What follows belongs to an exercise in optimizing a design on an open flow for small area, a short achievable clock period and few clock cycles; a production flow would make more cautious choices. Only simulation tests tie the RTL to the original design; equivalence was not proved. Power and IR drop assume default switching activity.

==> run C <==
Design polyline_codec, start of the top module:
module polyline_codec (
    input  wire        clk,
    input  wire        rst,
    input  wire        enc_in_valid,
    output wire        enc_in_ready,
    input  wire [64:0] enc_in_data,
    output wire        enc_out_valid,
    input  wire        enc_out_ready,
    output wire [8:0]  enc_out_data,
    input  wire        dec_in_valid,
    output wire        dec_in_ready,
    input  wire [8:0]  dec_in_data,
    output wire        dec_out_valid,
    input  wire        dec_out_ready,
    output wire [65:0] dec_out_data
);
Settings: LEC_CHECK=0, CAP_MARGIN=20, CORE_MARGIN=2, CORE_UTILIZATION=40, PLACE_DENSITY=0.6, SETUP_SLACK_MARGIN=2.5, SLEW_MARGIN=20; clock period 5.0 ns.
run.sh (not shown) runs the stock make flow with config.mk's settings and CLKGATE_MAP_FILE= SYNTH_SCRIPT=/design/flow/synth_recipe.tcl, a recipe that flattens the netlist after the stock synthesis.
==> run A: changes against run C <==
--- a/flow/design.v
+++ b/flow/design.v
@@ -5,14 +5,33 @@
     output wire        in_ready,
     input  wire [64:0] in_data,
     output wire        out_valid,
     input  wire        out_ready,
     output wire [8:0]  out_data
 );
-    reg [31:0] prev_lat;
-    reg [31:0] prev_lng;
+    function [31:0] fast_add(input [31:0] a, input [31:0] b, input cin);
+        reg [31:0] p, g, pp, gg;
+        integer l, i, j;
+        begin
+            p  = a ^ b;
+            g  = a & b;
+            gg = g;
+            pp = p;
+            gg[0] = g[0] | (p[0] & cin);
+            for (l = 0; l < 5; l = l + 1)
+                for (i = 0; i < 32; i = i + 1)
+                    if ((i >> l) & 1) begin
+                        j = ((i >> (l + 1)) << (l + 1)) + (1 << l) - 1;
+                        gg[i] = gg[i] | (pp[i] & gg[j]);
+                        pp[i] = pp[i] & pp[j];
+                    end
+            fast_add = p ^ {gg[30:0], cin};
+        end
+    endfunction
+    reg [31:0] nprev_lat;   
+    reg [31:0] nprev_lng;   
     reg [31:0] va;
     reg [31:0] vb;
     reg        st_lat;      
     reg        st_lng;      
     reg        tail_v;
     reg [4:0]  tail;        
@@ -21,24 +40,56 @@
     reg        oeos;
     reg [7:0]  obyte;
     reg        ir;
     wire        in_op  = in_data[64];
     wire [31:0] in_lat = in_data[63:32];
     wire [31:0] in_lng = in_data[31:0];
-    wire [31:0] d_lat = in_lat - prev_lat;
-    wire [31:0] d_lng = in_lng - prev_lng;
+    wire [31:0] p_lat = in_lat ^ nprev_lat;
+    wire [31:0] p_lng = in_lng ^ nprev_lng;
+    wire [31:0] c_lat = carries(in_lat, nprev_lat, 1'b1);
+    wire [31:0] c_lng = carries(in_lng, nprev_lng, 1'b1);
     wire [4:0] ch_a   = va[4:0] ^ {5{va[31]}};
     wire       cont_a = |(va[31:5] ^ {27{va[31]}});
     wire [4:0] ch_b   = vb[4:0] ^ {5{vb[31]}};
     wire       cont_b = |(vb[31:5] ^ {27{vb[31]}});
     wire       cont_b2 = |(vb[31:10] ^ {22{vb[31]}});    
+    function [31:0] carries(input [31:0] a, input [31:0] b, input cin);
+        reg [31:0] p, g, pp, gg;
+        integer l, i, j;
+        begin
+            p  = a ^ b;
+            g  = a & b;
+            gg = g;
+            pp = p;
+            gg[0] = g[0] | (p[0] & cin);
+            for (l = 0; l < 5; l = l + 1)
+                for (i = 0; i < 32; i = i + 1)
+                    if ((i >> l) & 1) begin
+                        j = ((i >> (l + 1)) << (l + 1)) + (1 << l) - 1;
+                        gg[i] = gg[i] | (pp[i] & gg[j]);
+                        pp[i] = pp[i] & pp[j];
+                    end
+            carries = {gg[30:0], cin};
+        end
+    endfunction
     function [7:0] enc_byte(input cont, input [4:0] ch);
         enc_byte = 8'd63 + {2'b00, cont, ch};
     endfunction
     wire ofree = !ov || out_ready;
     wire take  = in_valid && ir;
+    wire tp    = take && !in_op;
+    wire [31:0] va_h  = ld_a ? {{5{va[31]}}, va[31:5]} : va;
+    wire [31:0] vb_h  = ld_b ? {{5{vb[31]}}, vb[31:5]} : vb;
+    wire [31:0] va_c0 = tp ? {p_lat[30:0], 1'b0}  : va_h;
+    wire [31:0] va_c1 = tp ? {~p_lat[30:0], 1'b0} : va_h;
+    wire [31:0] vb_c0 = tp ? {p_lng[30:0], 1'b0}  : vb_h;
+    wire [31:0] vb_c1 = tp ? {~p_lng[30:0], 1'b0} : vb_h;
+    wire [31:0] cs_lat = {c_lat[30:0], 1'b0};
+    wire [31:0] cs_lng = {c_lng[30:0], 1'b0};
+    wire [31:0] va_s  = (cs_lat & va_c1) | (~cs_lat & va_c0);
+    wire [31:0] vb_s  = (cs_lng & vb_c1) | (~cs_lng & vb_c0);
     wire ld_tail = ofree && tail_v;
     wire ld_eos  = ofree && !tail_v && (eos_n != 2'd0);
     wire ld_a    = ofree && !tail_v && (eos_n == 2'd0) && st_lat;
     wire ld_b    = ofree && !tail_v && (eos_n == 2'd0) && !st_lat && st_lng;
     reg        st_lat_n, st_lng_n, tail_v_n, b_last_n;
     reg [1:0]  eos_n_n;
@@ -70,14 +121,14 @@
     end
     assign in_ready  = ir;
     assign out_valid = ov;
     assign out_data  = {oeos, obyte};
     always @(posedge clk) begin
         if (rst) begin
-            prev_lat <= 32'd0;
-            prev_lng <= 32'd0;
+            nprev_lat <= 32'hFFFFFFFF;
+            nprev_lng <= 32'hFFFFFFFF;
             st_lat   <= 1'b0;
             st_lng   <= 1'b0;
             tail_v   <= 1'b0;
             eos_n    <= 2'd0;
             ov       <= 1'b0;
             ir       <= 1'b1;
@@ -99,30 +150,34 @@
                 obyte <= 8'd0;
             end
             if (ld_a) begin
                 ov    <= 1'b1;
                 oeos  <= 1'b0;
                 obyte <= enc_byte(cont_a, ch_a);
-                va    <= {{5{va[31]}}, va[31:5]};
             end
             if (ld_b) begin
                 ov    <= 1'b1;
                 oeos  <= 1'b0;
                 obyte <= enc_byte(cont_b, ch_b);
-                vb    <= {{5{vb[31]}}, vb[31:5]};
             end
+            if (ld_a) va <= {{5{va[31]}}, va[31:5]};
+            if (ld_b) vb <= {{5{vb[31]}}, vb[31:5]};
+            if (tp) begin
+                va <= {p_lat[30] ^ c_lat[30], 29'd0, ~p_lat[0], 1'b0};
+                vb <= {p_lng[30] ^ c_lng[30], 29'd0, ~p_lng[0], 1'b0};
+            end
+            va[30:2] <= va_s[30:2];
+            vb[30:2] <= vb_s[30:2];
             if (take) begin
                 if (st_lng && !ld_b) tail <= ch_b;
                 if (in_op) begin
-                    prev_lat <= 32'd0;
-                    prev_lng <= 32'd0;
+                    nprev_lat <= 32'hFFFFFFFF;
+                    nprev_lng <= 32'hFFFFFFFF;
                 end else begin
-                    va       <= {d_lat[30:0], 1'b0};
-                    vb       <= {d_lng[30:0], 1'b0};
-                    prev_lat <= in_lat;
-                    prev_lng <= in_lng;
+                    nprev_lat <= ~in_lat;
+                    nprev_lng <= ~in_lng;
                 end
             end
         end
     end
 endmodule
 module pldec (
@@ -132,44 +187,93 @@
     output wire        in_ready,
     input  wire [8:0]  in_data,
     output wire        out_valid,
     input  wire        out_ready,
     output wire [65:0] out_data
 );
+    function [31:0] fast_add(input [31:0] a, input [31:0] b, input cin);
+        reg [31:0] p, g, pp, gg;
+        integer l, i, j;
+        begin
+            p  = a ^ b;
+            g  = a & b;
+            gg = g;
+            pp = p;
+            gg[0] = g[0] | (p[0] & cin);
+            for (l = 0; l < 5; l = l + 1)
+                for (i = 0; i < 32; i = i + 1)
+                    if ((i >> l) & 1) begin
+                        j = ((i >> (l + 1)) << (l + 1)) + (1 << l) - 1;
+                        gg[i] = gg[i] | (pp[i] & gg[j]);
+                        pp[i] = pp[i] & pp[j];
+                    end
+            fast_add = p ^ {gg[30:0], cin};
+        end
+    endfunction
     localparam [1:0] K_POINT = 2'd0, K_END = 2'd1, K_ERR = 2'd2;
     localparam [1:0] ES_IDLE = 2'd0, ES_CLR = 2'd1, ES_LOAD = 2'd2, ES_WAIT = 2'd3;
     reg [31:0] dreg;
     reg        s;
     reg [2:0]  k;
     reg        phase;       
     reg [31:0] cursor;
+    reg        inc_q;       
+    reg        clr_q;       
     reg        pend;        
     reg        pend_lng;    
     reg        end2;        
     reg [1:0]  endc;        
     reg [1:0]  es;          
     reg [31:0] A;
     reg [31:0] B;
     reg        ov;
     reg [1:0]  kind;
-    reg        ir;
-    wire        in_eos = in_data[8];
-    wire [5:0]  t      = in_data[5:0] + 6'd1;    
+    reg        sk_v;
+    reg [6:0]  sk;
+    wire [6:0]  src    = sk_v ? sk : {in_data[8], in_data[5:0]};
+    wire        src_v  = sk_v || in_valid;
+    wire        in_eos = src[6];
+    wire [5:0]  t      = src[5:0] ^ {&src[4:0], &src[3:0], &src[2:0], &src[1:0], src[0], 1'b1};
     wire [4:0]  c      = t[4:0];
     wire        cont   = t[5];
     wire [4:0]  cs     = c ^ {5{s}};
-    wire take   = in_valid && ir;
-    wire take_b = take && !in_eos;
-    wire take_e = take && in_eos;
     wire ofree  = !ov || out_ready;
     wire do_end = ofree && (endc != 2'd0);
     wire ev_go  = ofree && (endc == 2'd0) && pend;
+    wire blocked = (pend && !ev_go) || end2 || (es != ES_IDLE) || (endc == 2'd3);
+    wire take   = src_v && !blocked;
+    wire take_b = take && !in_eos;
+    wire take_e = take && in_eos;
     wire err_clr  = (es == ES_CLR) && ofree && (endc == 2'd0) && !pend;
     wire err_ld   = (es == ES_LOAD);
     wire err_done = (es == ES_WAIT) && out_ready;
-    wire [31:0] sum = A + dreg;
+    function [31:0] carries(input [31:0] a, input [31:0] b);
+        reg [31:0] p, g, pp, gg;
+        integer l, i, j;
+        begin
+            p  = a ^ b;
+            g  = a & b;
+            gg = g;
+            pp = p;
+            for (l = 0; l < 5; l = l + 1)
+                for (i = 0; i < 32; i = i + 1)
+                    if ((i >> l) & 1) begin
+                        j = ((i >> (l + 1)) << (l + 1)) + (1 << l) - 1;
+                        gg[i] = gg[i] | (pp[i] & gg[j]);
+                        pp[i] = pp[i] & pp[j];
+                    end
+            carries = {gg[30:0], 1'b0};
+        end
+    endfunction
+    wire [31:0] psum = A ^ dreg;
+    wire [31:0] csum = carries(A, dreg);
+    wire        b_ld  = ev_go || err_ld;
+    wire        b_clr = do_end || err_clr || err_done;
+    wire [31:0] b_c0  = b_clr ? 32'd0 : (b_ld ? psum  : B);
+    wire [31:0] b_c1  = b_clr ? 32'd0 : (b_ld ? ~psum : B);
+    wire [31:0] b_n   = (csum & b_c1) | (~csum & b_c0);
     wire new_ev  = (take_b && !cont) || (take_e && phase);
     wire pend_n  = new_ev || (pend && !ev_go);
     wire end2_n  = (take_e && phase) || (end2 && !ev_go);
     wire [1:0] endc_n = endc - {1'b0, do_end}
                         + {1'b0, (take_e && !phase && k == 3'd0) || (ev_go && end2)};
     wire ov_n    = (ov && !ofree) || do_end || (ev_go && pend_lng) || err_ld
@@ -179,52 +283,52 @@
         es_n = es;
         if (take_e && !phase && k != 3'd0) es_n = ES_CLR;
         if (err_clr)  es_n = ES_LOAD;
         if (err_ld)   es_n = ES_WAIT;
         if (err_done) es_n = ES_IDLE;
     end
-    assign in_ready  = ir;
+    assign in_ready  = !sk_v;
     assign out_valid = ov;
     assign out_data  = {kind, A, B};
     always @(posedge clk) begin
         if (rst) begin
             k      <= 3'd0;
             phase  <= 1'b0;
             cursor <= 32'd0;
+            inc_q  <= 1'b0;
+            clr_q  <= 1'b0;
             pend   <= 1'b0;
             end2   <= 1'b0;
             endc   <= 2'd0;
             es     <= ES_IDLE;
             A      <= 32'd0;
             B      <= 32'd0;
             ov     <= 1'b0;
-            ir     <= 1'b1;
+            sk_v   <= 1'b0;
         end else begin
             pend <= pend_n;
             end2 <= end2_n;
             endc <= endc_n;
             es   <= es_n;
             ov   <= ov_n;
-            ir   <= (es_n == ES_IDLE) && !end2_n && (endc_n != 2'd2)
-                    && !(pend_n && (ov_n || endc_n != 2'd0));
-            if (ev_go || err_ld) begin
-                A <= B;
-                B <= sum;
-            end
+            sk_v <= src_v && !take;
+            if (!sk_v) sk <= {in_data[8], in_data[5:0]};
+            B <= b_n;
+            if (ev_go || err_ld) A <= B;
             if (err_ld) begin
                 A    <= 32'd1;
                 kind <= K_ERR;
             end
             if (ev_go && pend_lng) kind <= K_POINT;
-            if (do_end || err_clr || err_done) begin
-                A <= 32'd0;
-                B <= 32'd0;
-            end
+            if (do_end || err_clr || err_done) A <= 32'd0;
             if (do_end) kind <= K_END;
+            cursor <= clr_q ? 32'd0 : fast_add(cursor, 32'd0, inc_q);
+            inc_q  <= take_b;
+            clr_q  <= (take_e && (phase || k == 3'd0)) || err_clr;
+            if (err_clr) dreg <= cursor;
             if (take_b) begin
-                cursor <= cursor + 32'd1;
                 if (k == 3'd0) begin
                     s    <= c[0];
                     dreg <= {{28{c[0]}}, c[4:1] ^ {4{c[0]}}};
                 end
                 if (k == 3'd1) dreg[8:4]   <= cs;
                 if (k == 3'd2) dreg[13:9]  <= cs;
@@ -240,18 +344,15 @@
                     pend_lng <= phase;
                 end
             end
             if (take_e) begin
                 k      <= 3'd0;
                 phase  <= 1'b0;
-                cursor <= 32'd0;
                 if (phase) begin
                     pend_lng <= 1'b1;
                     if (k == 3'd0) dreg <= 32'd0;
-                end else if (k != 3'd0) begin
-                    dreg <= cursor;
                 end
             end
         end
     end
 endmodule
 module polyline_codec (
==> flow/flow/run.sh (new file) <==
#!/bin/bash
# The standard layout, with every port buffered by a buf_1 (instead of the
# buffer buffer_ports picks by default) and a clock tree built without dummy
# loads. Each tool's full output is in orfs/logs/; make's output in make.log.
set -euo pipefail
export BUFFER_PORTS_ARGS="-buffer_cell sky130_fd_sc_hd__buf_1"
export CTS_ARGS="-sink_clustering_enable -repair_clock_nets -buf_list sky130_fd_sc_hd__clkbuf_4 -sink_clustering_size 8 -sink_clustering_max_diameter 35 -dont_use_dummy_load"
bash standard.sh > make.log 2>&1
==> flow/standard.sh (new file) <==
#!/bin/bash
# synth_recipe.tcl (not shown) runs the flow's synth.tcl, then flattens the netlist and writes it again
# the make line also repeats each setting of config.mk as NAME=value (left out here)
make -C /OpenROAD-flow-scripts/flow DESIGN_CONFIG=/design/flow/config.mk WORK_HOME=/design/flow/orfs CLKGATE_MAP_FILE= SYNTH_SCRIPT=/design/flow/synth_recipe.tcl "${@:-finish}"
CTS_BUF_LIST = sky130_fd_sc_hd__clkbuf_4   (was default)
CTS_CLUSTER_DIAMETER = 35   (was default)
CTS_CLUSTER_SIZE = 8   (was default)
SETUP_SLACK_MARGIN = 2.3   (was 2.5)
removed: flow/run.sh
==> comparison <==
- Against run C, the register-to-register slack of run A is better by 320 ps.
- Sequential power: run C is lower than run A (about 6%).
- Against run A, the count of clock-buffer cells in the layout of run C is lower by 21.
- Non-clock buffer count: run C is higher than run A (95).
- Against run C, the routed wire length of run A is smaller by 10%.
==> figures <==
Critical Setup Path Class: run C reg2reg; run A in2reg
Run status: run C complete, no violations; run A complete, no violations
RD Place Congestion: run C 0.925; run A 0.856
Distinct cells, synth: run C 72; run A 67
Seq pwr: run C 3030 uW; run A 3210 uW
Count of cells along the worst register-to-register path: run C 12; run A 11
Pre-Repair DR Iteration Count: run C 5; run A 7
Syn Inst Count: run C 1985; run A 1910
Minimum hold slack: run C 468 ps; run A 426 ps
Power per cell area: run C 347 mW/mm^2; run A 362 mW/mm^2
Number of multi-input combinational cells: run C 1507; run A 1477
Reg power frac: run C 37.8%; run A 45.8%
Testbench counts of run C, summed over its fixed seeds: cycles 33,038.
Testbench counts of run A, summed over its fixed seeds: cycles 31,934.

afterwards: timing with drivers on the ports:
The flow's constraints put no driver on any port. The routed layouts listed below were extracted and timed again, unchanged, in two steps.
Step 1 sets driving cells, clkbuf_16 on the clock port and buf_2 on the other inputs (assumed; they add their load-dependent delay and slew).
Step 2 adds t to the input delays and takes it off the output delays; t is the mean of the earliest and latest rising clock arrival at the registers after step 1. Input paths then give back, and output paths get back, about the clock's delay inside the block.
Slacks: no drivers / after step 1 / after step 2; pairs: no drivers / after step 1.
run | shift t [ns] | setup slack, ns | latest minus earliest clock arrival (ns) | worst slew at a driven data input, ns
run C | 0.604 | 1.945 / 1.945 / 1.341 | 0.023 / 0.024 | 0.09
run A | 0.798 | 2.243 / 2.241 / 1.442 | 0.079 / 0.079 | 0.11
After both steps every run listed still meets setup and hold. The setup slack of run A, which loses most, moves by -0.002 ns with the drivers and by -0.801 ns with both steps.
